This is an optimization exercise on Yosys and OpenROAD, whose aim is small area, a short achievable clock period and few clock cycles per item, not a production implementation. RTL that was checked went through simulation tests only; none was proved equivalent to the original. No functional check of the RTL was part of runs 1 to 3. Power figures rest on the tool's default switching activity, not on a simulated workload.

--- flow/design.v ---
module si7021_unit (
    input  wire        clk,
    input  wire        rst,           
    input  wire        in_valid,
    output wire        in_ready,
    input  wire [7:0]  in_op,
    input  wire [63:0] in_a,
    input  wire [47:0] in_b,
    input  wire [7:0]  in_c,
    input  wire [23:0] in_n,
    output reg         out_valid,
    output wire [1:0]  out_fault,
    output reg  [63:0] out_r0,
    output reg  [31:0] out_r1
);
    genvar gk;
    wire [7:0] n1 = in_n[7:0];
    wire [7:0] n2 = in_n[15:8];
    wire [7:0] n3 = in_n[23:16];
    wire lengths_good = (n1 == 8'd8) && (n2 == 8'd6) && (n3 == 8'd1);
    wire i_10 = (in_op == 8'h10);
    wire raw_a = in_op[4];
    wire sel_n = ~in_op[4] & ~in_op[3] & ~in_op[2] & ~in_op[1] & (in_op[0] | ~lengths_good);
    wire [7:0] a0 = in_a[7:0],   a1 = in_a[15:8],  a2 = in_a[23:16], a3 = in_a[31:24];
    wire [7:0] a4 = in_a[39:32], a5 = in_a[47:40], a6 = in_a[55:48], a7 = in_a[63:56];
    wire [7:0] b0 = in_b[7:0],   b1 = in_b[15:8],  b3 = in_b[31:24], b4 = in_b[39:32];
    wire [63:0] pack;
    assign pack[7:0]   = sel_n ? n1 : a0;
    assign pack[15:8]  = raw_a ? a1 : sel_n ? n2 : in_op[3] ? b0 : a2;
    assign pack[23:16] = raw_a ? a2 : sel_n ? n3 : a4;
    assign pack[31:24] = raw_a ? a3 : a6;
    assign pack[39:32] = raw_a ? a4 : b0;
    assign pack[47:40] = raw_a ? a5 : b1;
    assign pack[55:48] = raw_a ? a6 : b3;
    assign pack[63:56] = raw_a ? a7 : b4;
    wire [3:0] len = i_10 ? 4'd1 : ((n1[7:3] != 5'd0) ? 4'd8 : {1'b0, n1[2:0]});
    wire [7:0] g1_x0 = a0;
    wire [7:0] g1_x1 = a1 ^ a2;
    wire [7:0] g1_x2 = a3 ^ a4;
    wire [7:0] g1_x3 = a5 ^ a6;
    wire [7:0] g1_t0, g1_t1, g1_t2, g1_t3;
    assign g1_t0[0] = ^(g1_x0 & 8'h59);
    assign g1_t0[1] = ^(g1_x0 & 8'hB2);
    assign g1_t0[2] = ^(g1_x0 & 8'h64);
    assign g1_t0[3] = ^(g1_x0 & 8'hC8);
    assign g1_t0[4] = ^(g1_x0 & 8'hC9);
    assign g1_t0[5] = ^(g1_x0 & 8'hCB);
    assign g1_t0[6] = ^(g1_x0 & 8'h96);
    assign g1_t0[7] = ^(g1_x0 & 8'h2C);
    assign g1_t1[0] = ^(g1_x1 & 8'h59);
    assign g1_t1[1] = ^(g1_x1 & 8'hB2);
    assign g1_t1[2] = ^(g1_x1 & 8'h64);
    assign g1_t1[3] = ^(g1_x1 & 8'hC8);
    assign g1_t1[4] = ^(g1_x1 & 8'hC9);
    assign g1_t1[5] = ^(g1_x1 & 8'hCB);
    assign g1_t1[6] = ^(g1_x1 & 8'h96);
    assign g1_t1[7] = ^(g1_x1 & 8'h2C);
    assign g1_t2[0] = ^(g1_x2 & 8'h59);
    assign g1_t2[1] = ^(g1_x2 & 8'hB2);
    assign g1_t2[2] = ^(g1_x2 & 8'h64);
    assign g1_t2[3] = ^(g1_x2 & 8'hC8);
    assign g1_t2[4] = ^(g1_x2 & 8'hC9);
    assign g1_t2[5] = ^(g1_x2 & 8'hCB);
    assign g1_t2[6] = ^(g1_x2 & 8'h96);
    assign g1_t2[7] = ^(g1_x2 & 8'h2C);
    assign g1_t3[0] = ^(g1_x3 & 8'h59);
    assign g1_t3[1] = ^(g1_x3 & 8'hB2);
    assign g1_t3[2] = ^(g1_x3 & 8'h64);
    assign g1_t3[3] = ^(g1_x3 & 8'hC8);
    assign g1_t3[4] = ^(g1_x3 & 8'hC9);
    assign g1_t3[5] = ^(g1_x3 & 8'hCB);
    assign g1_t3[6] = ^(g1_x3 & 8'h96);
    assign g1_t3[7] = ^(g1_x3 & 8'h2C);
    wire [3:0] g1bad = {g1_t3 != a7, g1_t2 != a5, g1_t1 != a3, g1_t0 != a1};
    wire [7:0] g2_p0 = b0, g2_q0 = b1;
    wire [7:0] g2_p1 = b3, g2_q1 = b4;
    wire [7:0] g2_u0, g2_v0, g2_u1, g2_v1;
    assign g2_u0[0] = ^(g2_p0 & 8'hCE);
    assign g2_u0[1] = ^(g2_p0 & 8'h9C);
    assign g2_u0[2] = ^(g2_p0 & 8'h39);
    assign g2_u0[3] = ^(g2_p0 & 8'h72);
    assign g2_u0[4] = ^(g2_p0 & 8'h2B);
    assign g2_u0[5] = ^(g2_p0 & 8'h99);
    assign g2_u0[6] = ^(g2_p0 & 8'h33);
    assign g2_u0[7] = ^(g2_p0 & 8'h67);
    assign g2_v0[0] = ^(g2_q0 & 8'h59);
    assign g2_v0[1] = ^(g2_q0 & 8'hB2);
    assign g2_v0[2] = ^(g2_q0 & 8'h64);
    assign g2_v0[3] = ^(g2_q0 & 8'hC8);
    assign g2_v0[4] = ^(g2_q0 & 8'hC9);
    assign g2_v0[5] = ^(g2_q0 & 8'hCB);
    assign g2_v0[6] = ^(g2_q0 & 8'h96);
    assign g2_v0[7] = ^(g2_q0 & 8'h2C);
    assign g2_u1[0] = ^(g2_p1 & 8'hCE);
    assign g2_u1[1] = ^(g2_p1 & 8'h9C);
    assign g2_u1[2] = ^(g2_p1 & 8'h39);
    assign g2_u1[3] = ^(g2_p1 & 8'h72);
    assign g2_u1[4] = ^(g2_p1 & 8'h2B);
    assign g2_u1[5] = ^(g2_p1 & 8'h99);
    assign g2_u1[6] = ^(g2_p1 & 8'h33);
    assign g2_u1[7] = ^(g2_p1 & 8'h67);
    assign g2_v1[0] = ^(g2_q1 & 8'h59);
    assign g2_v1[1] = ^(g2_q1 & 8'hB2);
    assign g2_v1[2] = ^(g2_q1 & 8'h64);
    assign g2_v1[3] = ^(g2_q1 & 8'hC8);
    assign g2_v1[4] = ^(g2_q1 & 8'hC9);
    assign g2_v1[5] = ^(g2_q1 & 8'hCB);
    assign g2_v1[6] = ^(g2_q1 & 8'h96);
    assign g2_v1[7] = ^(g2_q1 & 8'h2C);
    wire [1:0] g2bad = {(g2_u1 ^ g2_v1) != in_b[47:40], (g2_u0 ^ g2_v0) != in_b[23:16]};
    reg        v_q;
    reg [63:0] d_q;
    reg [7:0]  c_q;
    reg [7:0]  op_q;
    reg [3:0]  len_q;
    reg        good_q;
    reg [3:0]  g1_q;
    reg [1:0]  g2_q;
    always @(posedge clk) begin
        if (rst)
            v_q <= 1'b0;
        else
            v_q <= in_valid;
        d_q    <= pack;
        c_q    <= in_c;
        op_q   <= in_op;
        len_q  <= len;
        good_q <= lengths_good;
        g1_q   <= g1bad;
        g2_q   <= g2bad;
    end
    wire [7:0] op = op_q;
    wire op_10 = (op == 8'h10);
    wire op_11 = (op == 8'h11);
    wire op_12 = (op == 8'h12);
    wire op_20 = (op == 8'h20);
    wire op_21 = (op == 8'h21);
    wire op_22 = (op == 8'h22);
    wire op_23 = (op == 8'h23);
    wire op_24 = (op == 8'h24);
    wire op_25 = (op == 8'h25);
    wire op_26 = (op == 8'h26);
    wire op_28 = (op == 8'h28);
    wire op_29 = (op == 8'h29);
    wire op_2a = (op == 8'h2A);
    wire op_2b = (op == 8'h2B);
    wire op_2c = (op == 8'h2C);
    wire op_2d = (op == 8'h2D);
    wire op_30 = (op == 8'h30);
    wire op_31 = (op == 8'h31);
    wire op_32 = (op == 8'h32);
    wire legal = op_10 | op_11 | op_12 | op_20 | op_21 | op_22 | op_23 |
                 op_24 | op_25 | op_26 | op_28 | op_29 | op_2a | op_2b |
                 op_2c | op_2d | op_30 | op_31 | op_32;
    wire crc_op   = op_10 | op_11;
    wire cnv_op   = op_31 | op_32;
    wire sentinel = (op_20 | op_21) & ~good_q;
    wire id_ok    = op_20 & good_q;
    wire [7:0] en;
    generate
        for (gk = 0; gk < 8; gk = gk + 1) begin : g_en
            assign en[gk] = (len_q > gk);
        end
    endgenerate
    wire [7:0] c_tinv;
    assign c_tinv[0] = ^(c_q & 8'h18);
    assign c_tinv[1] = ^(c_q & 8'h30);
    assign c_tinv[2] = ^(c_q & 8'h61);
    assign c_tinv[3] = ^(c_q & 8'hC2);
    assign c_tinv[4] = ^(c_q & 8'h9D);
    assign c_tinv[5] = ^(c_q & 8'h23);
    assign c_tinv[6] = ^(c_q & 8'h46);
    assign c_tinv[7] = ^(c_q & 8'h8C);
    wire [63:0] crc_x;
    assign crc_x[7:0] = en[0] ? (d_q[7:0] ^ c_q) : 8'h00;
    generate
        for (gk = 1; gk < 7; gk = gk + 1) begin : g_crcx
            assign crc_x[8*gk +: 8] = en[gk] ? d_q[8*gk +: 8] : 8'h00;
        end
    endgenerate
    assign crc_x[63:56] = en[7] ? d_q[63:56] : (en[0] ? 8'h00 : c_tinv);
    wire [2:0] back = 3'd0 - len_q[2:0];
    wire [7:0] crc_c8;
    assign crc_c8[0] = ^(crc_x & 64'h59CEA483C7353F45);
    assign crc_c8[1] = ^(crc_x & 64'hB29C49078F6B7E8A);
    assign crc_c8[2] = ^(crc_x & 64'h6439930E1ED7FC14);
    assign crc_c8[3] = ^(crc_x & 64'hC872261D3CAEF929);
    assign crc_c8[4] = ^(crc_x & 64'hC92BE8B9BF69CC16);
    assign crc_c8[5] = ^(crc_x & 64'hCB9974F0B8E6A768);
    assign crc_c8[6] = ^(crc_x & 64'h9633E9E071CD4FD1);
    assign crc_c8[7] = ^(crc_x & 64'h2C67D2C1E39A9FA2);
    wire [15:0] code = d_q[15:0];
    wire is_t = op_q[1];
    wire tie = (code[13:0] == 14'h2000);
    wire rnd_down = tie & (code[14] ^ ~is_t);
    wire [29:0] cz = {14'd0, code};
    wire [29:0] pp0 = cz;
    wire [29:0] pp1 = cz << 5;
    wire [29:0] pp2 = is_t ? (cz << 3)  : (cz << 2);
    wire [29:0] pp3 = is_t ? (cz << 8)  : (cz << 4);
    wire [29:0] pp4 = is_t ? (cz << 12) : (cz << 10);
    wire [29:0] pp5 = is_t ? 30'd0      : (cz << 11);
    wire [29:0] kof = is_t ? (30'h1FFF - (30'd4685 << 14)) : (30'h1FFF - (30'd600 << 14));
    function [59:0] csa;             
        input [29:0] x, y, z;
        begin
            csa[29:0]  = x ^ y ^ z;
            csa[59:30] = {((x & y) | (x & z) | (y & z)), 1'b0};
        end
    endfunction
    wire [59:0] l1a = csa(pp0, pp1, pp2);
    wire [59:0] l1b = csa(pp3, pp4, pp5);
    wire [59:0] l2a = csa(l1a[29:0], l1a[59:30], l1b[29:0]);
    wire [59:0] l3a = csa(l2a[29:0], l2a[59:30], l1b[59:30]);
    wire [59:0] l4a = csa(l3a[29:0], l3a[59:30], kof);
    wire [29:0] sx = l4a[29:0];
    wire [29:0] sy = l4a[59:30];      
    function [2:0] dev_label;
        input [7:0] m;
        begin
            if (m == 8'h00 || m == 8'hFF) dev_label = 3'd0;
            else if (m == 8'h0D)          dev_label = 3'd1;
            else if (m == 8'h14)          dev_label = 3'd2;
            else if (m == 8'h15)          dev_label = 3'd3;
            else                          dev_label = 3'd4;
        end
    endfunction
    function [1:0] fw_label;
        input [7:0] f;
        begin
            if (f == 8'hFF)      fw_label = 2'd0;
            else if (f == 8'h20) fw_label = 2'd1;
            else                 fw_label = 2'd2;
        end
    endfunction
    function [15:0] heater_current;
        input [3:0] l;
        begin
            heater_current = {12'd0, l} * 16'd608 + 16'd309;
        end
    endfunction
    wire [7:0] u = d_q[7:0];
    wire [7:0] h = d_q[15:8];
    wire [1:0] sel = {u[7], u[0]};
    reg  [3:0] hres, tres;
    always @(*) begin
        case (sel)
            2'd0: begin hres = 4'd12; tres = 4'd14; end
            2'd1: begin hres = 4'd8;  tres = 4'd12; end
            2'd2: begin hres = 4'd10; tres = 4'd13; end
            default: begin hres = 4'd11; tres = 4'd11; end
        endcase
    end
    wire [7:0] dev_in = op_25 ? u : d_q[39:32];
    wire [7:0] fw_in  = op_26 ? u : c_q;
    wire [2:0] dev_l  = dev_label(dev_in);
    wire [1:0] fw_l   = fw_label(fw_in);
    reg [63:0] r0;
    reg [28:0] r1;
    always @(*) begin
        r0 = 64'd0;
        if (id_ok | op_24)  r0 = d_q;
        if (sentinel)       r0 = {40'hFF_FFFF_FFFF, d_q[23:0]};
        if (crc_op)         r0[10:0] = {back, crc_c8};
        if (op_12)          r0[15:0] = {u[6:0], 1'b0,
                                        {c_q[6:0], 1'b0} ^ ((u[7] ^ c_q[7]) ? 8'h31 : 8'h00)};
        if (op_28) begin
            r0[1:0]   = sel;
            r0[11:8]  = hres;
            r0[19:16] = tres;
            r0[24]    = u[2];
            r0[32]    = u[6];
        end
        if (op_29 | op_2c)  r0[3:0] = u[3:0];
        if (op_2a)          r0[15:0] = heater_current(u[3:0]);
        if (op_2b)          r0[7:0] = {c_q[1], u[6:1], c_q[0]};
        if (op_2d) begin
            r0[3:0]   = hres;
            r0[7:4]   = tres;
            r0[8]     = u[2];
            r0[15:12] = h[3:0];
            r0[23:16] = u;
            r0[31:24] = h;
            r0[47:32] = heater_current(h[3:0]);
            r0[48]    = u[6];
        end
        if (op_30)          r0[15:0] = {u, h};
        if (!legal)         r0[7:0] = op;
        if (cnv_op)         r0[30:0] = {~rnd_down, sx};
        r1 = 29'd0;
        if (id_ok) begin
            r1[7:0]   = d_q[39:32];
            r1[15:8]  = c_q;
        end
        if (op_25)          r1[7:0]  = u;
        if (op_26)          r1[15:8] = u;
        if (id_ok | op_25)  r1[18:16] = dev_l;
        if (id_ok | op_26)  r1[21:20] = fw_l;
        if (id_ok | op_22)  r1[24] = |g1_q;
        if (id_ok | op_23)  r1[25] = |g2_q;
        if (sentinel)       r1 = {2'b00, 3'b100, 2'd0, 2'd2, 1'b0, 3'd5, 8'h00, 8'hFF};
        if ((op_20 | op_21) & good_q) r1[28] = 1'b1;
        if (cnv_op)         r1 = sy[29:1];
    end
    reg        v2_q;
    reg [63:0] r0_q;
    reg [28:0] r1_q;
    reg        crc_q, cnv_q, fault_q;
    always @(posedge clk) begin
        if (rst)
            v2_q <= 1'b0;
        else
            v2_q <= v_q;
        r0_q    <= r0;
        r1_q    <= r1;
        crc_q   <= crc_op;
        cnv_q   <= cnv_op;
        fault_q <= ~legal;
    end
    wire [7:0] crc_c8q = r0_q[7:0];
    reg [63:0] inv_rows;
    always @(*) begin
        case (r0_q[10:8])
            3'd0: inv_rows = 64'h8040201008040201;
            3'd1: inv_rows = 64'h8C46239DC2613018;
            3'd2: inv_rows = 64'h2F170BAAFA7DBE5F;
            3'd3: inv_rows = 64'hA8D4EA5D8643A150;
            3'd4: inv_rows = 64'h6D361B60DD6EB7DB;
            3'd5: inv_rows = 64'hDEEF7765ECF67BBD;
            3'd6: inv_rows = 64'hC462B11C4A251289;
            3'd7: inv_rows = 64'hAB552A3EB45AAD56;
        endcase
    end
    wire [7:0] crc_res;
    generate
        for (gk = 0; gk < 8; gk = gk + 1) begin : g_inv
            assign crc_res[gk] = ^(crc_c8q & inv_rows[8*gk +: 8]);
        end
    endgenerate
    wire [30:0] ax = {r0_q[29:0], r0_q[30]};
    wire [30:0] ay = {r1_q[28:0], 1'b0, r0_q[30]};
    wire [30:0] kg0 = ax & ay, kp0 = ax ^ ay;
    wire [30:0] kg1 = kg0 | (kp0 & {kg0[29:0], 1'b0});
    wire [30:0] kp1 = kp0 & {kp0[29:0], 1'b0};
    wire [30:0] kg2 = kg1 | (kp1 & {kg1[28:0], 2'b0});
    wire [30:0] kp2 = kp1 & {kp1[28:0], 2'b0};
    wire [30:0] kg3 = kg2 | (kp2 & {kg2[26:0], 4'b0});
    wire [30:0] kp3 = kp2 & {kp2[26:0], 4'b0};
    wire [30:0] kg4 = kg3 | (kp3 & {kg3[22:0], 8'b0});
    wire [30:0] kp4 = kp3 & {kp3[22:0], 8'b0};
    wire [30:0] kg5 = kg4 | (kp4 & {kg4[14:0], 16'b0});
    wire [30:0] sum31 = kp0 ^ {kg5[29:0], 1'b0};
    wire [15:0] cnv = sum31[30:15];
    reg [63:0] r0f;
    always @(*) begin
        r0f = r0_q;
        if (crc_q) r0f = {56'd0, crc_res};
        if (cnv_q) r0f = {48'd0, cnv};
    end
    reg fault3_q;
    assign in_ready  = 1'b1;
    assign out_fault = {fault3_q, fault3_q};
    always @(posedge clk) begin
        if (rst)
            out_valid <= 1'b0;
        else
            out_valid <= v2_q;
        fault3_q <= fault_q;
        out_r0   <= r0f;
        out_r1   <= cnv_q ? 32'd0 : {3'd0, r1_q};
    end
endmodule
--- flow/flow/run.sh ---
#!/bin/bash
set -euo pipefail
bash standard.sh SETUP_SLACK_MARGIN=9.5 finish > standard_flow.log 2>&1
--- flow/standard.sh ---
#!/bin/bash
# synth_recipe.tcl (not shown) runs the flow's synth.tcl, then flattens the netlist and writes it again
# the make line also repeats each setting of config.mk as NAME=value (left out here)
make -C /OpenROAD-flow-scripts/flow DESIGN_CONFIG=/design/flow/config.mk WORK_HOME=/design/flow/orfs CLKGATE_MAP_FILE= SYNTH_SCRIPT=/design/flow/synth_recipe.tcl "${@:-finish}"
--- flow/config.mk ---
export PLATFORM = sky130hd
export DESIGN_NAME = si7021_unit
export DESIGN_NICKNAME = si7021_unit
export VERILOG_FILES = /design/flow/design.v
export SDC_FILE = /design/flow/constraint.sdc
export NUM_CORES = 4
export LEC_CHECK = 0
export CAP_MARGIN = 20
export CORE_MARGIN = 2
export CORE_UTILIZATION = 40
export SLEW_MARGIN = 20
--- flow/constraint.sdc ---
create_clock -name core_clock -period 13.0 [get_ports {clk}]
set_input_delay 2.6000 -clock core_clock [delete_from_list [all_inputs] [get_ports {clk}]]
set_output_delay 2.6000 -clock core_clock [all_outputs]
set_load 0.01 [all_outputs]
==> results of run 1 <==
## critical path, cell delays in order
cell and delay (ns):
clkdlybuf4s15_2 0.20, nor4_2 0.21, nand4_1 0.20, o311ai_4 0.44, buf_6 0.21, mux2i_2 0.24, o21ai_1 0.08
## cells in the final DEF (no fill, tap or decap), types with 17 or more instances in the layout
| cell type | instances |
|---|---|
| nor2_1 | 91 |
| xor2_1 | 115 |
| o21ai_1 | 31 |
| dfxtp_1 | 258 |
| clkdlybuf4s50_1 | 42 |
| o21ai_0 | 81 |
| clkbuf_16 | 31 |
| xnor2_2 | 46 |
| ha_1 | 99 |
| mux2_2 | 40 |
| dlygate4sd2_1 | 39 |
| mux2i_1 | 23 |
| buf_4 | 74 |
| a21o_1 | 17 |
| nand2_2 | 24 |
| buf_2 | 70 |
| nor3_1 | 27 |
| a21oi_1 | 87 |
| nand2_1 | 264 |
| dfxtp_2 | 47 |
| nand3_1 | 30 |
| inv_1 | 126 |
| xnor2_1 | 244 |
| nor2b_1 | 40 |
| buf_6 | 65 |
| fa_1 | 53 |
| and2_1 | 56 |
| clkbuf_2 | 24 |
## layout make-up
class	count	area share, %
multi-input cells	1701	54.5
flip-flops and latches	306	23.9
repair buffers	350	11.8
clock buffers	43	3.48
well taps	672	3.25
inverters	149	2.30
clock inverters	14	0.624
repair inverters	1	0.0629
## layer usage
layer,vias up,global-route usage (%),share of wire [%]
li1,8078,-,-
met1,8150,35.9,43
met2,731,44.6,46
met3,158,4.79,7.2
met4,0,11.5,4.4
met5,-,0,0
## power by group through the flow
stage | logic [uW] | clock network [uW] | registers [uW]
finish | 1250 | 912 | 1020
global route | 1350 | 969 | 1030
CTS | 1180 | 932 | 1020
detailed placement | 1140 | 0 | 1040
global placement | 1140 | 0 | 1040
floorplan | 795 | 0 | 1020
## sequential cells by signal (all words and copies together) (netlist names)
| signal | flops |
|---|---|
| d_q | 64 |
| out_r0 | 64 |
| r0_q | 64 |
| out_r1 | 29 |
| r1_q | 29 |
| inv_rows | 22 |
| c_q | 8 |
| op_q | 8 |
| g1_q | 4 |
| len_q | 4 |
| g2_q | 2 |
| cnv_q | 1 |
| crc_q | 1 |
| fault3_q | 1 |
| fault_q | 1 |
| good_q | 1 |
| out_valid | 1 |
| v2_q | 1 |
| v_q | 1 |
## worst paths after layout
kind	start	to
max	in_n[23]	d_q[20]$_DFF_P_
min	fault_q$_DFF_P_	fault3_q$_DFF_P_
max reg2reg	op_q[1]$_DFF_P_	r0_q[18]$_DFF_P_
min reg2reg	fault_q$_DFF_P_	fault3_q$_DFF_P_
## kinds of logic after synthesis
group	after synthesis	share of synthesized area (%)
buffers and inverters	278	5.56
AND/OR/NAND/NOR	639	15.1
multiplexers	73	3.94
AO/OA/AOI/OAI	378	12.3
adder cells (fa/ha/maj)	167	12.5
other	2	0.0374
flip-flops	306	30.5
XOR/XNOR	439	19.9
## Yosys cell counts (5+ instances only)
cell and n:
buf_2 19, a221o_1 11, nand3_1 30, a31oi_1 11
xnor3_1 8, xnor2_1 292, mux2_2 48, nor2_1 98
mux2i_1 25, nor3_1 31, a222oi_1 8, xor2_1 134
o2111ai_1 5, nor2b_1 40, o21ai_1 9, a211oi_1 12
and3_1 9, ha_1 111, a21o_1 17, a22oi_1 16
buf_4 7, a22o_1 9, and2_1 57, nand2b_1 12
o21ai_0 109, o221ai_1 7, fa_1 56, or3_1 6
a32oi_1 5, nand4_1 15, nand2_1 297, a21oi_1 88
a221oi_1 9, o211ai_1 10, buf_1 9, dfxtp_1 306
nor4_1 10, clkbuf_1 91, o22ai_1 9, inv_1 147
## what timing repair did
| action | 4_1_cts | 5_1_grt |
|---|---|---|
| pin swaps | 62 | 79 |
| endpoints found under the setup margin | 183 | 168 |
| cloned | 4 | 0 |
| gates resized for setup | 734 | 243 |
| buffers inserted | 36 | 28 |
## per-stage QoR
step                      hold slack [ns]  power, uW  util [%]  setup WS (ns)  cells
after global routing                0.331       3350      51.9           9.18   3236
after floorplan                     0.310       1810         -           8.91   2284
after CTS                           0.332       3130      50.1           9.33   3207
final                               0.328       3190      51.9           9.26   3236
after detailed placement            0.322       2190      47.3           7.69   3110
after global placement              0.322       2180      47.3           7.72   3110
==> impl_metrics.tcl, run 1 <==
set metrics [dict create \
    synth.top_cell.area_share_pct 30.5 \
    syn_avg_cell_area_sq_um 8.79 \
    track_usage_pct 27.4 \
    hold_viol 0 \
    clockPowerShare_pct 28.6 \
    multiInputGateArea_sq_um 14100 \
    hp-class "reg -> reg" \
    rows 82 \
    yosys_warnings 1 \
    p_sw_share_pct 34.3 \
    r2r_cells 12 \
    slew_headroom_pct 34.2 \
    first_global_vias 17600 \
    maxSlewViolCount 0 \
    syn_to_final_growth_pct 29.0 \
    cts_tree "yes" \
    ys_types 90 \
    wl_per_cell_um 22.6 \
    post_dp_cell_area_sq_um 23600 \
    ys_top_cells_by_area "dfxtp_1, xnor2_1, ha_1, xor2_1, fa_1" \
    crit_type "in -> reg" \
    finalSetupTns_ns 0 \
    cts_sinks 306 \
    skew_ns 0.0125 \
    fin_crit_ns 3.74 \
    grt_overflow 0 \
    seq_area_sq_um 6190 \
    start_util_pct 40.2 \
    yosysTopAreaCell "dfxtp_1" \
    ys.flop_type "dfxtp_1" \
    dr.pass1.iters 6 \
    cp_data_required_time_ns 13.44 \
    p_int_uw 2090 \
    maxCapViolations 0 \
    min_path_cells 0 \
    p_sw_uw 1090 \
    route.detailed.drc 0 \
    synth-seq-area-share_pct 30.5 \
    async_flop_share_pct 0 \
    gp_congestion 0.989 \
    fin_area_sq_um 25900 \
    cts_inserted_buffers 31 \
    grt_max_degree 76 \
    synth_seq_cells 306 \
    synth_edf_count 0 \
    synthesis.area_sq_um 20100 \
    drtIter0Drc 1426 \
    p_per_area_nw_per_um2 123 \
    fin_nets 2862 \
    num_io_pins 255 \
    seq_power_share_pct 32.1 \
    antenna_cells 0 \
    finalSetupViolCount 0 \
    dieWidth_um 228 \
    htreeDepth 1 \
    ant_nets 0 \
    rrSetupSlack_ns 9.36 \
    drt_wl_total_um 73200 \
    dieArea_sq_um 52000 \
    peakVddDrop_v 0.000111 \
    fill_cells 4647 \
    hpwl_um 56500 \
    cp_max_fo 6 \
    grt_antenna_before_repair 0 \
    insertion_delay_ns 0.58 \
    outcome "no timing/DRC/antenna violations" \
    cts_buffer_depth 3 \
    hold_buffers 0 \
    endpoint_kind "register" \
    fin_crit_sh_pct 28.8 \
    rsz0062_at_grt "yes" \
    syn_inst 2282 \
    port_buffers 250 \
    vias_per_cell 5.29 \
    p_comb_share_pct 39.3 \
    critPathLaunchType "input pin" \
    worstMarginPinSlew_ns 0.983 \
    worstPathArrival_ns 4.18 \
    grt_pass1_wl_um 109000 \
    max_freq_mhz 267 \
    leakage_uw 0.0116 \
    num_vias 17100 \
    path_clk_slew_ns 0.06 \
    coreArea_sq_um 49900 \
    drive_above_1_share_pct 23.9 \
    die_y_um 228 \
    cts_root_buffer "clkbuf_16" \
]
==> run 2, diff against run 1 <==
--- a/flow/design.v
+++ b/flow/design.v
@@ -181,14 +181,67 @@
     assign crc_x[63:56] = en[7] ? d_q[63:56] : (en[0] ? 8'h00 : c_tinv);
     wire [2:0] back = 3'd0 - len_q[2:0];
     wire [7:0] crc_c8;
-    assign crc_c8[0] = ^(crc_x & 64'h59CEA483C7353F45);
-    assign crc_c8[1] = ^(crc_x & 64'hB29C49078F6B7E8A);
-    assign crc_c8[2] = ^(crc_x & 64'h6439930E1ED7FC14);
-    assign crc_c8[3] = ^(crc_x & 64'hC872261D3CAEF929);
-    assign crc_c8[4] = ^(crc_x & 64'hC92BE8B9BF69CC16);
-    assign crc_c8[5] = ^(crc_x & 64'hCB9974F0B8E6A768);
-    assign crc_c8[6] = ^(crc_x & 64'h9633E9E071CD4FD1);
-    assign crc_c8[7] = ^(crc_x & 64'h2C67D2C1E39A9FA2);
+    wire cx_0 = crc_x[10] ^ crc_x[11];
+    wire cx_1 = crc_x[16] ^ cx_0;
+    wire cx_2 = crc_x[8] ^ crc_x[9];
+    wire cx_3 = crc_x[12] ^ crc_x[13];
+    wire cx_4 = crc_x[14] ^ crc_x[19];
+    wire cx_5 = crc_x[15] ^ crc_x[17];
+    wire cx_6 = crc_x[18] ^ crc_x[23];
+    wire cx_7 = crc_x[21] ^ crc_x[26];
+    wire cx_8 = crc_x[22] ^ crc_x[27];
+    wire cx_9 = crc_x[24] ^ crc_x[25];
+    wire cx_10 = crc_x[28] ^ crc_x[29];
+    wire cx_11 = crc_x[31] ^ crc_x[32];
+    wire cx_12 = crc_x[39] ^ crc_x[45];
+    wire cx_13 = crc_x[46] ^ crc_x[48];
+    wire cx_14 = crc_x[47] ^ crc_x[49];
+    wire cx_15 = crc_x[51] ^ crc_x[62];
+    wire cx_16 = crc_x[52] ^ crc_x[63];
+    wire cx_17 = cx_9 ^ cx_11;
+    wire cx_18 = crc_x[1] ^ cx_17;
+    wire cx_19 = crc_x[2] ^ cx_1;
+    wire cx_20 = crc_x[3] ^ cx_16;
+    wire cx_21 = crc_x[4] ^ crc_x[53];
+    wire cx_22 = crc_x[5] ^ crc_x[59];
+    wire cx_23 = crc_x[6] ^ cx_2;
+    wire cx_24 = crc_x[30] ^ cx_14;
+    wire cx_25 = crc_x[33] ^ cx_3;
+    wire cx_26 = crc_x[36] ^ cx_10;
+    wire cx_27 = crc_x[37] ^ cx_12;
+    wire cx_28 = crc_x[38] ^ cx_13;
+    wire cx_29 = crc_x[41] ^ cx_5;
+    wire cx_30 = crc_x[43] ^ cx_4;
+    wire cx_31 = crc_x[56] ^ cx_15;
+    wire cx_32 = crc_x[0] ^ crc_x[42];
+    wire cx_33 = crc_x[7] ^ crc_x[40];
+    wire cx_34 = crc_x[20] ^ crc_x[44];
+    wire cx_35 = crc_x[34] ^ crc_x[35];
+    wire cx_36 = crc_x[50] ^ crc_x[54];
+    wire cx_37 = crc_x[53] ^ cx_22;
+    wire cx_38 = crc_x[55] ^ crc_x[57];
+    wire cx_39 = crc_x[58] ^ crc_x[61];
+    wire cx_40 = crc_x[59] ^ cx_7;
+    wire cx_41 = crc_x[60] ^ cx_1;
+    wire cx_42 = cx_6 ^ cx_8;
+    wire cx_43 = cx_7 ^ cx_20;
+    wire cx_44 = cx_8 ^ cx_18;
+    wire cx_45 = cx_19 ^ cx_21;
+    wire cx_46 = cx_23 ^ cx_24;
+    wire cx_47 = cx_26 ^ cx_27;
+    wire cx_48 = cx_29 ^ cx_34;
+    wire cx_49 = cx_30 ^ cx_33;
+    wire cx_50 = cx_31 ^ cx_40;
+    wire cx_51 = cx_39 ^ cx_48;
+    wire cx_52 = cx_41 ^ cx_49;
+    assign crc_c8[0] = ^{crc_x[18], crc_x[20], crc_x[55], crc_x[60], cx_12, cx_17, cx_19, cx_25, cx_32, cx_36, cx_46, cx_50};
+    assign crc_c8[1] = ^{crc_x[9], crc_x[17], crc_x[34], crc_x[46], crc_x[50], crc_x[51], crc_x[61], cx_25, cx_38, cx_43, cx_44, cx_52};
+    assign crc_c8[2] = ^{crc_x[14], crc_x[25], crc_x[26], crc_x[28], crc_x[40], crc_x[47], crc_x[48], crc_x[52], cx_15, cx_25, cx_35, cx_42, cx_45, cx_51};
+    assign crc_c8[3] = ^{crc_x[8], crc_x[11], crc_x[27], crc_x[32], crc_x[45], crc_x[49], crc_x[54], crc_x[62], cx_3, cx_4, cx_6, cx_26, cx_29, cx_32, cx_35, cx_37, cx_43};
+    assign crc_c8[4] = ^{crc_x[15], crc_x[35], crc_x[63], cx_13, cx_14, cx_30, cx_44, cx_45, cx_47, cx_50};
+    assign crc_c8[5] = ^{crc_x[10], crc_x[13], crc_x[21], crc_x[31], crc_x[42], crc_x[44], cx_5, cx_20, cx_22, cx_23, cx_28, cx_31, cx_38, cx_42, cx_47};
+    assign crc_c8[6] = ^{crc_x[0], crc_x[22], crc_x[24], crc_x[57], crc_x[58], cx_6, cx_10, cx_16, cx_21, cx_27, cx_28, cx_46, cx_52};
+    assign crc_c8[7] = ^{crc_x[7], crc_x[12], crc_x[19], crc_x[23], crc_x[29], crc_x[39], cx_0, cx_2, cx_18, cx_24, cx_28, cx_36, cx_37, cx_51};
     wire [15:0] code = d_q[15:0];
     wire is_t = op_q[1];
     wire tie = (code[13:0] == 14'h2000);
==> flow/flow/run.sh (replaced) <==
#!/bin/bash
set -euo pipefail
bash standard.sh SETUP_SLACK_MARGIN=9.0 finish > standard_flow.log 2>&1
==> run 2 against run 1 <==
- still clean
- first-iteration DRC count rose by 6.6%
- worst setup slack got worse by 0.23 ns
- sequential cell count did not move
- global-route usage rose by 0.16 points
- sequential power barely moved
- area after synthesis fell by 2.2%
- register-to-register slack got worse by 0.28 ns
- non-clock buffer count fell by 44
- utilization fell by 1.7 points
- fmax fell by 5.8%
- highest routed layer is now met5
==> impl_metrics.tcl, run 2 <==
set metrics [dict create \
    outcome "no timing/DRC/antenna violations" \
    insertion_delay_ns 0.55 \
    fin_crit_ns 3.97 \
    met3_usage_pct 5.32 \
    min_to "fault3_q$_DFF_P_" \
    dieWidth_um 225 \
    first_global_vias 16900 \
    wl_per_cell_um 23.0 \
    hp-class "reg -> reg" \
    max_freq_mhz 252 \
    leakage_uw 0.0114 \
    finalSetupTns_ns 0 \
    p_sw_share_pct 33.6 \
    cts_tree "yes" \
    dr.pass1.iters 6 \
    maxSlewViolCount 0 \
    syn_inst 2208 \
    cts_sinks 306 \
    final_cell_mix "dfxtp_1, nand2_1, xnor2_1, inv_1, clkdlybuf4s50_1" \
    seq_power_share_pct 33.1 \
    dp_slack_ns 7.72 \
    vias_per_cell 5.47 \
    rows 81 \
    worstPathArrival_ns 4.40 \
    drive_above_1_share_pct 9.71 \
    worstMarginPinSlew_ns 1.09 \
    fin_nets 2748 \
    start_util_pct 40.3 \
    grt_antenna_before_repair 2 \
    port_buffers 250 \
    hpwl_um 55200 \
    path_clk_slew_ns 0.05 \
    synth-seq-area-share_pct 31.2 \
    reg2reg_to "r0_q[18]$_DFF_P_" \
    syn_to_final_growth_pct 24.5 \
    maxCapViolations 0 \
    worst_slack_ns 9.03 \
    skew_ns 0.0287 \
    reg2reg_from "op_q[1]$_DFF_P_" \
    synth_edf_count 0 \
    critPathLaunchType "input pin" \
    r2r_cells 13 \
    synthesis.area_sq_um 19600 \
    synth_seq_cells 306 \
    hold_viol 0 \
    finalSetupViolCount 0 \
    cts_inserted_buffers 34 \
    reg_top3 "d_q (64), out_r0 (64), r0_q (64)" \
    rrSetupSlack_ns 9.08 \
    syn_avg_cell_area_sq_um 8.89 \
    async_flop_share_pct 0 \
    ys_types 76 \
    grt_pass1_wl_um 104000 \
    grt_overflow 0 \
    p_sw_uw 1050 \
    yosysTopAreaCell "dfxtp_1" \
    cp_max_fo 9 \
    crit_type "in -> reg" \
    slew_headroom_pct 26.8 \
    gp_congestion 0.978 \
    peakVddDrop_v 0.0000680 \
    die_y_um 225 \
    ys.flop_type "dfxtp_1" \
    route.detailed.drc 0 \
    hp-start "fault_q$_DFF_P_" \
    clockPowerShare_pct 31.1 \
    min_path_cells 0 \
    coreArea_sq_um 48600 \
    drt_wl_total_um 70800 \
    fin_crit_sh_pct 30.6 \
    dieArea_sq_um 50800 \
    synth.top_cell.area_share_pct 31.2 \
    track_usage_pct 27.6 \
    p_per_area_nw_per_um2 128 \
    synthTopCellsByCount "dfxtp_1, nand2_1, xnor2_1" \
    cts_root_buffer "clkbuf_16" \
    p_comb_share_pct 35.8 \
    synth.most_common_cell "dfxtp_1" \
    fill_cells 4590 \
    use_met2_pct 44.3 \
    ant_nets 0 \
    rsz0062_at_grt "yes" \
    drtIter0Drc 1520 \
    ys_top_cells_by_area "dfxtp_1, xnor2_1, ha_1, fa_1, nand2_1" \
    layout_commonest_cell "dfxtp_1" \
    grt_max_degree 77 \
    p_int_uw 2070 \
    hold_buffers 0 \
    yosys_warnings 1 \
    grt.busiest_layer "met2" \
    num_vias 16800 \
    num_io_pins 255 \
    endpoint_kind "register" \
    cp_data_required_time_ns 13.43 \
    cts_buffer_depth 3 \
    gr-usage-met1_pct 37.1 \
    htreeDepth 2 \
]
[run 2: layer usage]
layer | wire length (um) | vias to the layer above | part of all wire [%]
li1 | - | 7838 | -
met1 | 30500 | 8019 | 43
met2 | 32000 | 795 | 45
met3 | 5860 | 166 | 8.3
met4 | 2480 | 2 | 3.5
met5 | 11 | - | 0.016
[run 2: kinds of logic (layout without fill, tap and decap cells)]
group	Yosys count	after routing	share of synthesized area, %
and+or+nand+nor	622	622	14.9
xor gates and xnor gates	386	386	19.0
AOI/OAI and AO/OA	381	381	12.5
DFF	306	306	31.2
buffers and inverters	267	508	5.34
adders and majority gates	166	166	12.7
muxes	78	78	4.29
other	2	5	0.0383
[run 2: final cells by class]
cell class | instances | area [sq um] | area share, %
Multi-Input combinational cell | 1637 | 12800 | 52.5
Sequential cell | 306 | 6140 | 25.1
Timing Repair Buffer | 306 | 3020 | 12.3
Clock buffer | 49 | 1040 | 4.26
Tap cell | 622 | 778 | 3.19
Inverter | 142 | 539 | 2.21
Clock inverter | 11 | 91.3 | 0.374
Antenna cell | 1 | 2.50 | 0.0102
[run 2: worst max-delay path: stages]
cell and delay (ns):
clkdlybuf4s15_1 0.21, nor4_4 0.34, nand4_1 0.23, o311ai_4 0.41
buf_4 0.26, mux2_2 0.35
[run 2: power groups by stage]
| stage | Sequential [uW] | Combinational, uW | Clock (uW) |
|---|---|---|---|
| after floorplan | 1020 | 746 | 0 |
| after global placement | 1050 | 1070 | 0 |
| after detailed placement | 1050 | 1080 | 0 |
| after CTS | 1030 | 1100 | 990 |
| after global routing | 1030 | 1210 | 1030 |
| final | 1030 | 1120 | 970 |
[run 2: timing repair]
item	4_1_cts	5_1_grt
gates resized for setup	101	80
gates cloned	2	1
pin swaps	8	10
buffers inserted	8	13
hold endpoints to repair	0	0
endpoints found under the setup margin	125	80
[run 2: how the worst max path moves through the flow]
stage / to / startpoint
2_1_floorplan: d_q[1]$_DFF_P_ / in_n[4]
3_3_place_gp: d_q[22]$_DFF_P_ / in_n[20]
3_5_place_dp: d_q[21]$_DFF_P_ / in_n[20]
4_1_cts: out_r1[18] / out_r1[18]$_SDFF_PP0_
5_1_grt: inv_rows[58]$_DFF_P_ / op_q[1]$_DFF_P_
6_report: d_q[0]$_DFF_P_ / in_n[21]
[run 2: per-stage QoR]
stage | hold WS (ns) | instance area (sq um) | utilization [%] | total power (uW) | cells
global placement | 0.312 | 22800 | 46.8 | 2120 | 2989
finish | 0.325 | 24400 | 50.2 | 3120 | 3074
detailed placement | 0.315 | 22800 | 46.8 | 2130 | 2989
floorplan | 0.310 | 19800 | - | 1760 | 2210
global route | 0.357 | 24400 | 50.2 | 3270 | 3073
CTS | 0.328 | 24000 | 49.4 | 3120 | 3059
==> run 3, diff against run 2 <==
==> flow/flow/run.sh (replaced) <==
#!/bin/bash
set -euo pipefail
bash standard.sh SETUP_SLACK_MARGIN=9.2 finish > standard_flow.log 2>&1
==> run 3 against run 2 <==
- still clean on timing, DRC and antenna
- clock skew decreased by 0.016 ns
- register-to-register slack improved by 0.14 ns
- via count increased by 0.73%
- critical endpoint is now d_q[6]$_DFF_P_
- largest power group unchanged
- highest routed layer unchanged
==> impl_metrics.tcl, run 3 <==
set metrics [dict create \
    finalSetupTns_ns 0 \
    cpMostUsedCell "buf_6" \
    ys_types 76 \
    cts_tree "yes" \
    yosysTopAreaCell "dfxtp_1" \
    slew_headroom_pct 20.3 \
    synth_fa_ha_area_share_pct 12.7 \
    ys_top_cells_by_area "dfxtp_1, xnor2_1, ha_1, fa_1, nand2_1" \
    reg2reg_to "inv_rows[58]$_DFF_P_" \
    rsz0062_at_grt "yes" \
    synth-compound-area-share_pct 12.5 \
    peakVddDrop_v 0.0000695 \
    crit_chain "buf_2 > nor4_4 > nand4_1 > o311ai_4 > buf_6 > buf_6 > mux2_4" \
    cp_max_fo 5 \
    drtIter0Drc 1663 \
    synthMuxAreaShare_pct 4.29 \
    htreeDepth 2 \
    syn_to_final_growth_pct 26.6 \
    synth_seq_cells 306 \
    syn_avg_cell_area_sq_um 8.89 \
    leakage_uw 0.0115 \
    wl_per_cell_um 23.0 \
    synth.top_cell.area_share_pct 31.2 \
    worstPathArrival_ns 4.22 \
    vias_per_cell 5.45 \
    synthTopCellsByCount "dfxtp_1, nand2_1, xnor2_1" \
    first_global_vias 16900 \
    dieArea_sq_um 50800 \
    dieWidth_um 225 \
    drt_wl_total_um 71600 \
    synth.most_common_cell "dfxtp_1" \
    power_uw 3160 \
    hpwl_um 55900 \
    skew_ns 0.0125 \
    grt_antenna_before_repair 2 \
    drive_above_1_share_pct 13.2 \
    slowest_delay_ns 0.41 \
    fin_nets 2779 \
    synth_top_family_by_area "XOR/XNOR gates" \
    crit_type "in -> reg" \
    outcome "no timing/DRC/antenna violations" \
    startpoint "in_n[6]" \
    yosys_warnings 1 \
    num_vias 16900 \
    num_io_pins 255 \
    layout_commonest_cell "dfxtp_1" \
    async_flop_share_pct 0 \
    route.detailed.drc 0 \
    cts_buffer_depth 3 \
    grt_pass1_wl_um 105000 \
    hold_viol 0 \
    syn_inst 2208 \
    grt_overflow 0 \
    insertion_delay_ns 0.54 \
    path_clk_slew_ns 0.06 \
    fin_area_sq_um 24900 \
    dr.pass1.iters 9 \
    gp_congestion 0.969 \
    p_per_area_nw_per_um2 127 \
    cts_sinks 306 \
    r2r_cells 16 \
    hp-class "reg -> reg" \
    die_y_um 225 \
    final_cell_mix "dfxtp_1, nand2_1, xnor2_1, inv_1, dlygate4sd2_1" \
    max_freq_mhz 263 \
    endpoint_kind "register" \
    coreArea_sq_um 48600 \
    synth-xor-area-share_pct 19.0 \
    rrSetupSlack_ns 9.22 \
    rows 81 \
    synth_simple_gate_area_share_pct 14.9 \
    critPathLaunchType "input pin" \
    fin_crit_sh_pct 29.2 \
    synthesis.area_sq_um 19600 \
    cp-endpoint "d_q[6]$_DFF_P_" \
    hold_buffers 0 \
    ys.flop_type "dfxtp_1" \
    reg2reg_from "op_q[1]$_DFF_P_" \
    worstMarginPinSlew_ns 1.19 \
    synth-seq-area-share_pct 31.2 \
    post_dp_cell_area_sq_um 22800 \
    cts_root_buffer "clkbuf_16" \
    fin_crit_ns 3.80 \
    port_buffers 250 \
    cp_data_required_time_ns 13.42 \
    finalHoldWorstSlack_ns 0.334 \
    track_usage_pct 27.7 \
    maxSlewViolCount 0 \
    synth_edf_count 0 \
    ant_nets 0 \
    start_util_pct 40.3 \
    cts_inserted_buffers 35 \
    grt_max_degree 77 \
    reg_top3 "d_q (64), out_r0 (64), r0_q (64)" \
    crit_slowest_cell "o311ai_4" \
    finalSetupViolCount 0 \
    maxCapViolations 0 \
]
==> run 3: layout make-up <==
type / instances / area [sq um]
fillers: 4608 / 23800
multi-input cells: 1638 / 13100
flip-flops and latches: 306 / 6140
repair buffers: 333 / 3110
clock buffers: 54 / 1090
well taps: 622 / 778
inverters: 142 / 552
clock inverters: 8 / 77.6
repair inverters: 2 / 17.5
diodes: 1 / 2.50
==> run 3: worst min path at each step <==
stage / end / start / cells after the start / slack, ns
finish: fault3_q$_DFF_P_ / fault_q$_DFF_P_ / 0 / 0.33
global route: fault3_q$_DFF_P_ / fault_q$_DFF_P_ / 0 / 0.34
CTS: fault3_q$_DFF_P_ / fault_q$_DFF_P_ / 0 / 0.33
detailed placement: fault3_q$_DFF_P_ / fault_q$_DFF_P_ / 0 / 0.32
global placement: fault3_q$_DFF_P_ / fault_q$_DFF_P_ / 0 / 0.32
floorplan: fault3_q$_DFF_P_ / fault_q$_DFF_P_ / 0 / 0.31
==> run 3: kinds of logic after synthesis <==
| logic type | count (synthesis) |
|---|---|
| AND/OR/NAND/NOR | 622 |
| XOR/XNOR | 386 |
| multiplexers | 78 |
| adder cells (fa/ha/maj) | 166 |
| flip-flops | 306 |
| buffers and inverters | 267 |
| other | 2 |
| AO/OA/AOI/OAI | 381 |
==> run 3: power breakdown <==
group	switching [uW]	internal, uW
Sequential	56.1	972
Combinational	604	538
Clock	387	598
Total	1050	2110
==> run 3: critical path, delay by kind of cell <==
| family | cells | cell delay (ns) |
|---|---|---|
| simple gates | 2 | 0.49 |
| buf+inv | 3 | 0.42 |
| compound gates | 1 | 0.41 |
| mux | 1 | 0.30 |
==> run 3: repair_timing <==
action,CTS,global route
hold endpoints to repair,0,0
setup endpoints to repair,167,56
resized for setup,219,111
gates cloned,4,2
pin swaps,18,28
buffers inserted,21,28
==> run 3: layer usage <==
metal | up-vias | routed length (um) | global-route usage, %
li1 | 7894 | - | -
met1 | 8181 | 31100 | 37.1
met2 | 719 | 32600 | 44.4
met3 | 144 | 5380 | 5.31
met4 | 4 | 2420 | 9.81
met5 | - | 50 | 0
==> run 3: stage by stage <==
step           setup WS, ns  cells  utilization (%)
6_report               9.20   3106             51.1
5_1_grt                9.12   3105             51.1
4_1_cts                9.20   3075             50.0
3_5_place_dp           7.74   2988             46.8
3_3_place_gp           7.74   2988             46.8
2_1_floorplan          8.91   2210                -
==> run 4, diff against run 3 <==
--- a/flow/design.v
+++ b/flow/design.v
@@ -371,25 +371,35 @@
         fault_q <= ~legal;
     end
     wire [7:0] crc_c8q = r0_q[7:0];
-    reg [63:0] inv_rows;
-    always @(*) begin
-        case (r0_q[10:8])
-            3'd0: inv_rows = 64'h8040201008040201;
-            3'd1: inv_rows = 64'h8C46239DC2613018;
-            3'd2: inv_rows = 64'h2F170BAAFA7DBE5F;
-            3'd3: inv_rows = 64'hA8D4EA5D8643A150;
-            3'd4: inv_rows = 64'h6D361B60DD6EB7DB;
-            3'd5: inv_rows = 64'hDEEF7765ECF67BBD;
-            3'd6: inv_rows = 64'hC462B11C4A251289;
-            3'd7: inv_rows = 64'hAB552A3EB45AAD56;
-        endcase
-    end
-    wire [7:0] crc_res;
-    generate
-        for (gk = 0; gk < 8; gk = gk + 1) begin : g_inv
-            assign crc_res[gk] = ^(crc_c8q & inv_rows[8*gk +: 8]);
-        end
-    endgenerate
+    wire [2:0] back_q = r0_q[10:8];
+    wire [7:0] crc_i4, crc_i2, crc_i1;
+    assign crc_i4[0] = ^(crc_c8q & 8'hDB);
+    assign crc_i4[1] = ^(crc_c8q & 8'hB7);
+    assign crc_i4[2] = ^(crc_c8q & 8'h6E);
+    assign crc_i4[3] = ^(crc_c8q & 8'hDD);
+    assign crc_i4[4] = ^(crc_c8q & 8'h60);
+    assign crc_i4[5] = ^(crc_c8q & 8'h1B);
+    assign crc_i4[6] = ^(crc_c8q & 8'h36);
+    assign crc_i4[7] = ^(crc_c8q & 8'h6D);
+    wire [7:0] crc_s4 = back_q[2] ? crc_i4 : crc_c8q;
+    assign crc_i2[0] = ^(crc_s4 & 8'h5F);
+    assign crc_i2[1] = ^(crc_s4 & 8'hBE);
+    assign crc_i2[2] = ^(crc_s4 & 8'h7D);
+    assign crc_i2[3] = ^(crc_s4 & 8'hFA);
+    assign crc_i2[4] = ^(crc_s4 & 8'hAA);
+    assign crc_i2[5] = ^(crc_s4 & 8'h0B);
+    assign crc_i2[6] = ^(crc_s4 & 8'h17);
+    assign crc_i2[7] = ^(crc_s4 & 8'h2F);
+    wire [7:0] crc_s2 = back_q[1] ? crc_i2 : crc_s4;
+    assign crc_i1[0] = ^(crc_s2 & 8'h18);
+    assign crc_i1[1] = ^(crc_s2 & 8'h30);
+    assign crc_i1[2] = ^(crc_s2 & 8'h61);
+    assign crc_i1[3] = ^(crc_s2 & 8'hC2);
+    assign crc_i1[4] = ^(crc_s2 & 8'h9D);
+    assign crc_i1[5] = ^(crc_s2 & 8'h23);
+    assign crc_i1[6] = ^(crc_s2 & 8'h46);
+    assign crc_i1[7] = ^(crc_s2 & 8'h8C);
+    wire [7:0] crc_res = back_q[0] ? crc_i1 : crc_s2;
     wire [30:0] ax = {r0_q[29:0], r0_q[30]};
     wire [30:0] ay = {r1_q[28:0], 1'b0, r0_q[30]};
     wire [30:0] kg0 = ax & ay, kp0 = ax ^ ay;
==> flow/flow/run.sh (replaced) <==
#!/bin/bash
set -euo pipefail
bash standard.sh SETUP_SLACK_MARGIN=9.2 "BUFFER_PORTS_ARGS=-buffer_cell sky130_fd_sc_hd__buf_2" finish > standard_flow.log 2>&1
==> run 4 against run 3 <==
- worst setup slack got worse by 0.025 ns
- count of clock-buffer cells in the layout is 14 lower
- still clean on timing, DRC and antenna
- critical endpoint is now r0_q[17]$_DFF_P_
- via count decreased by 3.9%
- global-route usage is 1.2 points lower
- sequential cell count fell by 22
- sequential share of layout area rose by 0.97 points
- cell area shrank 11%
==> impl_metrics.tcl, run 4 <==
set metrics [dict create \
    outcome "no timing/DRC/antenna violations" \
    slowest_delay_ns 0.66 \
    gp_congestion 0.979 \
    ys_top_cells_by_area "dfxtp_1, xnor2_1, ha_1, fa_1, xor2_1" \
    reg_top3 "d_q (64), out_r0 (64), r0_q (64)" \
    insertion_delay_ns 0.56 \
    syn_inst 2119 \
    die_y_um 221 \
    coreArea_sq_um 46600 \
    synthesis.area_sq_um 18900 \
    syn_to_final_growth_pct 17.3 \
    crit_type "reg -> reg" \
    hold_viol 0 \
    leakage_uw 0.0102 \
    cts_tree "yes" \
    syn_avg_cell_area_sq_um 8.92 \
    hp-class "reg -> reg" \
    grt_pass1_wl_um 99500 \
    fill_cells 4486 \
    drive_above_1_share_pct 18.9 \
    rsz0062_at_grt "yes" \
    power_uw 3040 \
    grt_max_degree 76 \
    synthMuxAreaShare_pct 4.36 \
    path_clk_slew_ns 0.06 \
    hpwl_um 52600 \
    maxSlewViolCount 0 \
    num_vias 16300 \
    cp_max_fo 13 \
    num_io_pins 255 \
    synth_simple_gate_area_share_pct 13.4 \
    peakVddDrop_v 0.000130 \
    cts_root_buffer "clkbuf_16" \
    dieWidth_um 221 \
    ys_types 74 \
    max_freq_mhz 261 \
    yosys_warnings 1 \
    fin_crit_sh_pct 29.4 \
    worstMarginPinSlew_ns 1.04 \
    endpoint_kind "register" \
    slew_headroom_pct 30.2 \
    hold_buffers 0 \
    grt_overflow 0 \
    drtIter0Drc 1559 \
    layout_commonest_cell "dfxtp_1" \
    p_per_area_nw_per_um2 137 \
    ys.flop_type "dfxtp_1" \
    post_dp_cell_area_sq_um 20900 \
    ant_nets 0 \
    first_global_vias 16100 \
    critPathLaunchType "register" \
    wl_per_cell_um 22.6 \
    skew_ns 0.0245 \
    grt_antenna_before_repair 2 \
    worstPathArrival_ns 4.19 \
    dp_cells 2892 \
    rows 79 \
    vias_per_cell 5.50 \
    yosysTopAreaCell "dfxtp_1" \
    synth.top_cell.area_share_pct 30.1 \
    fin_area_sq_um 22200 \
    dr.pass1.iters 6 \
    cp_data_required_time_ns 13.36 \
    synth-compound-area-share_pct 13.9 \
    crit_slowest_cell "dfxtp_2" \
    fin_crit_ns 3.83 \
    synth_top_family_by_area "XOR/XNOR gates" \
    synth-xor-area-share_pct 19.9 \
    async_flop_share_pct 0 \
    dieArea_sq_um 49000 \
    synth_seq_cells 284 \
    final_cell_mix "dfxtp_1, xnor2_1, buf_2, nand2_1, inv_1" \
    cts_sinks 284 \
    cts_buffer_depth 3 \
    port_buffers 250 \
    maxCapViolations 0 \
    start_util_pct 40.6 \
    synthTopCellsByCount "dfxtp_1, xnor2_1, nand2_1" \
    route.detailed.drc 0 \
    synth.most_common_cell "dfxtp_1" \
    cpMostUsedCell "fa_1" \
    htreeDepth 2 \
    synth-seq-area-share_pct 30.1 \
    synth_fa_ha_area_share_pct 13.0 \
    cts_inserted_buffers 34 \
    finalSetupTns_ns 0 \
    crit_chain "nand2_1 > nand2_1 > fa_1 > fa_1 > inv_1 > fa_1 > fa_1 > o22ai_1 > a21oi_1 > o21ai_0" \
    utilization_pct 47.6 \
    fin_nets 2643 \
    finalSetupViolCount 0 \
    drt_wl_total_um 66700 \
    fin_cells 2958 \
    track_usage_pct 26.5 \
    synth_edf_count 0 \
]
[run 4: cell type report]
| class | count | area (sq um) | share of cell area [%] |
|---|---|---|---|
| multi-input cells | 1583 | 12500 | 56.5 |
| repair buffers | 283 | 1570 | 7.08 |
| flip-flops and latches | 284 | 5700 | 25.7 |
| diodes | 1 | 2.50 | 0.0113 |
| clock buffers | 40 | 913 | 4.12 |
| inverters | 140 | 534 | 2.41 |
| well taps | 607 | 759 | 3.43 |
| clock inverters | 20 | 180 | 0.813 |
[run 4: report_power, final]
part           switching [uW]  internal, uW
combinational             657           498
sequential               56.3           903
clock                     397           533
[run 4: final timing paths]
path / startpoint / slack (ns) / cells after the start / end
worst max-delay path: d_q[6]$_DFF_P_ / 9.17 / 10 / r0_q[17]$_DFF_P_
worst min-delay path: fault_q$_DFF_P_ / 0.33 / 0 / fault3_q$_DFF_P_
worst max register to register: d_q[6]$_DFF_P_ / 9.17 / 10 / r0_q[17]$_DFF_P_
worst min register to register: fault_q$_DFF_P_ / 0.33 / 0 / fault3_q$_DFF_P_
[run 4: critical path: cells and delay by family, from the launching register on]
family / cells / cell delay [ns]
flip-flops: 1 / 0.66
buffers and inverters: 1 / 0.05
adder cells (fa/ha/maj): 4 / 2.02
AO/OA/AOI/OAI: 3 / 0.52
AND/OR/NAND/NOR: 2 / 0.38
[run 4: per-layer routing]
metal / vias to the layer above / GRT usage [%] / part of all wire [%]
met4: 2 / 11.9 / 4.6
li1: 7570 / - / -
met1: 7755 / 35.6 / 43
met2: 783 / 41.7 / 45
met3: 164 / 4.57 / 7.4
met5: - / 0 / 0.019
[run 4: per-stage QoR]
stage	hold slack [ns]	setup slack, ns
4_1_cts	0.327	9.21
3_3_place_gp	0.314	8.11
3_5_place_dp	0.314	8.08
6_report	0.325	9.17
5_1_grt	0.340	9.14
2_1_floorplan	0.310	8.91
[run 4: repair_timing]
item	4_1_cts	5_1_grt
pin swaps	2	1
buffers inserted	1	1
resized for setup	13	15
endpoints found under the setup margin	37	35
gates cloned	1	1
[run 4: cell families after synthesis]
family	Yosys count
flip-flops	284
adder cells (fa/ha/maj)	162
other	2
AND/OR/NAND/NOR	530
AO/OA/AOI/OAI	407
XOR/XNOR	404
multiplexers	75
buffers and inverters	255
Testbench counts of run 4, summed over its fixed seeds: cycles 4,824, ops 4,800.
==> run 5, diff against run 4 <==
==> flow/flow/run.sh (replaced) <==
#!/bin/bash
set -euo pipefail
bash standard.sh SETUP_SLACK_MARGIN=9.4 "BUFFER_PORTS_ARGS=-buffer_cell sky130_fd_sc_hd__buf_2" finish > standard_flow.log 2>&1
==> run 5 against run 4 <==
- count of clock-buffer cells in the layout did not move
- die area did not move
- routed wire length rose by 0.88%
- register-to-register slack improved by 0.26 ns
- still clean on timing, DRC and antenna
- largest power group unchanged
- sequential share of layout area fell by 0.83 points
- first-iteration DRC count fell by 13%
- global-route usage fell by 0.064 points
- via count rose by 0.68%
==> impl_metrics.tcl, run 5 <==
set metrics [dict create \
    dieArea_sq_um 49000 \
    endpoint_kind "register" \
    synth.top_cell.area_share_pct 30.1 \
    cts_tree "yes" \
    crit_family "compound AO/OA/AOI/OAI gates" \
    peakVddDrop_v 0.000109 \
    hpwl_um 52600 \
    cp_max_fo 3 \
    leakage_uw 0.0105 \
    p_sw_share_pct 34.7 \
    drtIter0Drc 1361 \
    fill_cells 4373 \
    num_vias 16400 \
    hold_buffers 0 \
    syn_to_final_growth_pct 22.4 \
    cp_data_required_time_ns 13.47 \
    crit_type "in -> reg" \
    track_usage_pct 26.4 \
    die_y_um 221 \
    synth.most_common_cell "dfxtp_1" \
    rows 79 \
    syn_avg_cell_area_sq_um 8.92 \
    dieWidth_um 221 \
    worstMarginPinSlew_ns 1.06 \
    synth-seq-area-share_pct 30.1 \
    rrSetupSlack_ns 9.43 \
    first_global_vias 16300 \
    synth_edf_count 0 \
    outcome "no timing/DRC/antenna violations" \
    hp-class "reg -> reg" \
    coreArea_sq_um 46600 \
    maxCapViolations 0 \
    top_layer "met5" \
    seq_power_share_pct 31.1 \
    start_util_pct 40.6 \
    slowest_delay_ns 0.41 \
    fin_nets 2675 \
    grt_pass1_wl_um 99600 \
    wl_met3_um 5160 \
    reg2reg_to "r0_q[4]$_DFF_P_" \
    layout_commonest_cell "xnor2_1" \
    p_sw_uw 1070 \
    async_flop_share_pct 0 \
    max_freq_mhz 273 \
    yosys_warnings 1 \
    ys_types 74 \
    syn_inst 2119 \
    hp-start "fault_q$_DFF_P_" \
    route.detailed.drc 0 \
    drt_wl_total_um 67300 \
    r2r_cells 10 \
    min_path_cells 0 \
    cts_sinks 284 \
    cpMostUsedCell "nor3_2" \
    rsz0062_at_grt "yes" \
    synth_seq_cells 284 \
    worst-path-stages 8 \
    fin_crit_ns 3.67 \
    port_buffers 250 \
    grt_overflow 0 \
    crit_slowest_cell "a2111o_1" \
    maxSlewViolCount 0 \
    insertion_delay_ns 0.58 \
    grt_antenna_before_repair 4 \
    critPathLaunchType "input pin" \
    fin_crit_sh_pct 28.2 \
    reg_top3 "d_q (64), out_r0 (64), r0_q (64)" \
    synthesis.area_sq_um 18900 \
    hold_viol 0 \
    cts_root_buffer "clkbuf_16" \
    htreeDepth 1 \
    power_uw 3080 \
    ant_nets 0 \
    grt_max_degree 76 \
    utilization_pct 49.7 \
    gp_congestion 0.986 \
    dr.pass1.iters 5 \
    finalSetupTns_ns 0 \
    worst-path-buf-inv 1 \
    num_io_pins 255 \
    cts_buffer_depth 3 \
    finalSetupViolCount 0 \
    min_to "fault3_q$_DFF_P_" \
    yosysTopAreaCell "dfxtp_1" \
    wl_per_cell_um 22.6 \
    vias_per_cell 5.49 \
    final_cell_mix "xnor2_1, dfxtp_1, buf_2, nand2_1, inv_1" \
    drive_above_1_share_pct 23.0 \
    skew_ns 0.00981 \
    wl_met1_um 28800 \
    ys.flop_type "dfxtp_1" \
    path_clk_slew_ns 0.06 \
    ys_top_cells_by_area "dfxtp_1, xnor2_1, ha_1, fa_1, xor2_1" \
    wl_met2_um 30300 \
    p_int_uw 2010 \
    synthTopCellsByCount "dfxtp_1, xnor2_1, nand2_1" \
    crit_chain "clkbuf_4 > xor2_4 > xor2_2 > nor3_2 > a21oi_2 > nor3_2 > o21ai_1 > a2111o_1" \
    clockPowerShare_pct 30.3 \
    worstPathArrival_ns 4.13 \
    p_comb_share_pct 38.6 \
    cts_inserted_buffers 31 \
    slew_headroom_pct 29.2 \
    p_per_area_nw_per_um2 133 \
    reg2reg_from "c_q[2]$_DFF_P_" \
]
-- run 5: cell types whose count changed in the layout (fill, tap and decap cells not counted), moves of 7 or more --
| cell | change |
|---|---|
| dfxtp_1 | -41 |
| buf_6 | +39 |
| buf_2 | -42 |
| xnor2_1 | -7 |
| buf_4 | +25 |
| dfxtp_2 | +39 |
-- run 5: power groups by stage --
stage	combinational, uW	clock (uW)	sequential, uW
6_report	1190	933	959
5_1_grt	1280	986	960
4_1_cts	1160	951	955
3_5_place_dp	1120	0	975
3_3_place_gp	1120	0	975
2_1_floorplan	809	0	945
-- run 5: area by class of cell --
type,count,area [sq um],area share (%)
Timing Repair Buffer,318,2170,9.36
Sequential cell,284,5750,24.9
Clock buffer,40,860,3.72
Antenna cell,1,2.50,0.0108
Clock inverter,13,230,0.995
Multi-Input combinational cell,1582,12800,55.4
Tap cell,607,759,3.28
Inverter,140,549,2.37
Timing Repair inverter,1,8.76,0.0379
-- run 5: per-layer routing --
| metal | up-vias | global-route usage, % |
|---|---|---|
| met5 | - | 0 |
| met3 | 177 | 4.32 |
| met4 | 4 | 11.1 |
| met2 | 765 | 42.1 |
| met1 | 7811 | 35.5 |
| li1 | 7628 | - |
-- run 5: timing repair --
item / CTS / global route
setup endpoints to repair: 155 / 137
cloned: 2 / 1
gates resized for setup: 82 / 95
pin swaps: 3 / 19
setup buffers: 12 / 25
-- run 5: through the flow --
step	instance area [sq um]	worst slack, ns	hold WS (ns)	instances
5_1_grt	23100	9.23	0.351	2985
3_3_place_gp	21000	8.03	0.312	2891
2_1_floorplan	19300	8.91	0.310	2121
6_report	23100	9.33	0.325	2986
3_5_place_dp	21100	8.00	0.312	2891
4_1_cts	22600	9.34	0.325	2958
-- run 5: worst max-delay path by stage --
| stage | startpoint | endpoint | slack [ns] |
|---|---|---|---|
| after detailed placement | in_n[20] | d_q[7]$_DFF_P_ | 8.00 |
| after CTS | in_n[7] | d_q[2]$_DFF_P_ | 9.34 |
| after global placement | in_n[20] | d_q[7]$_DFF_P_ | 8.03 |
| after global routing | in_n[7] | d_q[21]$_DFF_P_ | 9.23 |
| final | in_a[26] | g1_q[2]$_DFF_P_ | 9.33 |
| after floorplan | in_n[4] | d_q[1]$_DFF_P_ | 8.91 |
-- run 5: logic make-up after synthesis --
logic type	after synthesis	synth area share, %
other cells	2	0.0397
xor+xnor	404	19.9
mux	75	4.36
simple gates	530	13.4
fa+ha+maj	162	13.0
flops	284	30.1
compound gates	407	13.9
buf+inv	255	5.27

## re-timing with driven ports
How much do the figures lean on ideal ports? The routed layouts below were timed once more, with nothing changed but the port constraints. Step 1: set_driving_cell puts a clkbuf_16 on clk and a buf_2 on each other input, an assumption about the parent block. Step 2 also shifts input and output timing later by t, the mid clock arrival at the registers, as if the neighbouring blocks saw the same clock. Slacks: ideal ports / drivers / drivers and shift; pairs: ideal ports / drivers.
| run | shift t [ns] | setup slack, ns | hold WS [ns] | worst data-port slew with drivers (ns) | cell pins on the clock port's net |
|---|---|---|---|---|---|
| run 1 | 0.633 | 9.257 / 9.269 / 8.637 | 0.328 / 0.328 / 0.328 | 0.07 | 1 |
| run 2 | 0.595 | 9.028 / 8.980 / 8.464 | 0.325 / 0.325 / 0.325 | 0.07 | 1 |
| run 3 | 0.591 | 9.199 / 9.205 / 8.631 | 0.334 / 0.334 / 0.334 | 0.07 | 1 |
| run 4 | 0.598 | 9.173 / 9.173 / 8.669 | 0.325 / 0.325 / 0.325 | 0.06 | 1 |
| run 5 | 0.631 | 9.335 / 9.328 / 8.726 | 0.325 / 0.325 / 0.325 | 0.07 | 1 |
After both steps setup and hold are still met in every run listed. The setup slack of run 1, which loses most, moves by +0.012 ns with the drivers and by -0.620 ns with both steps.
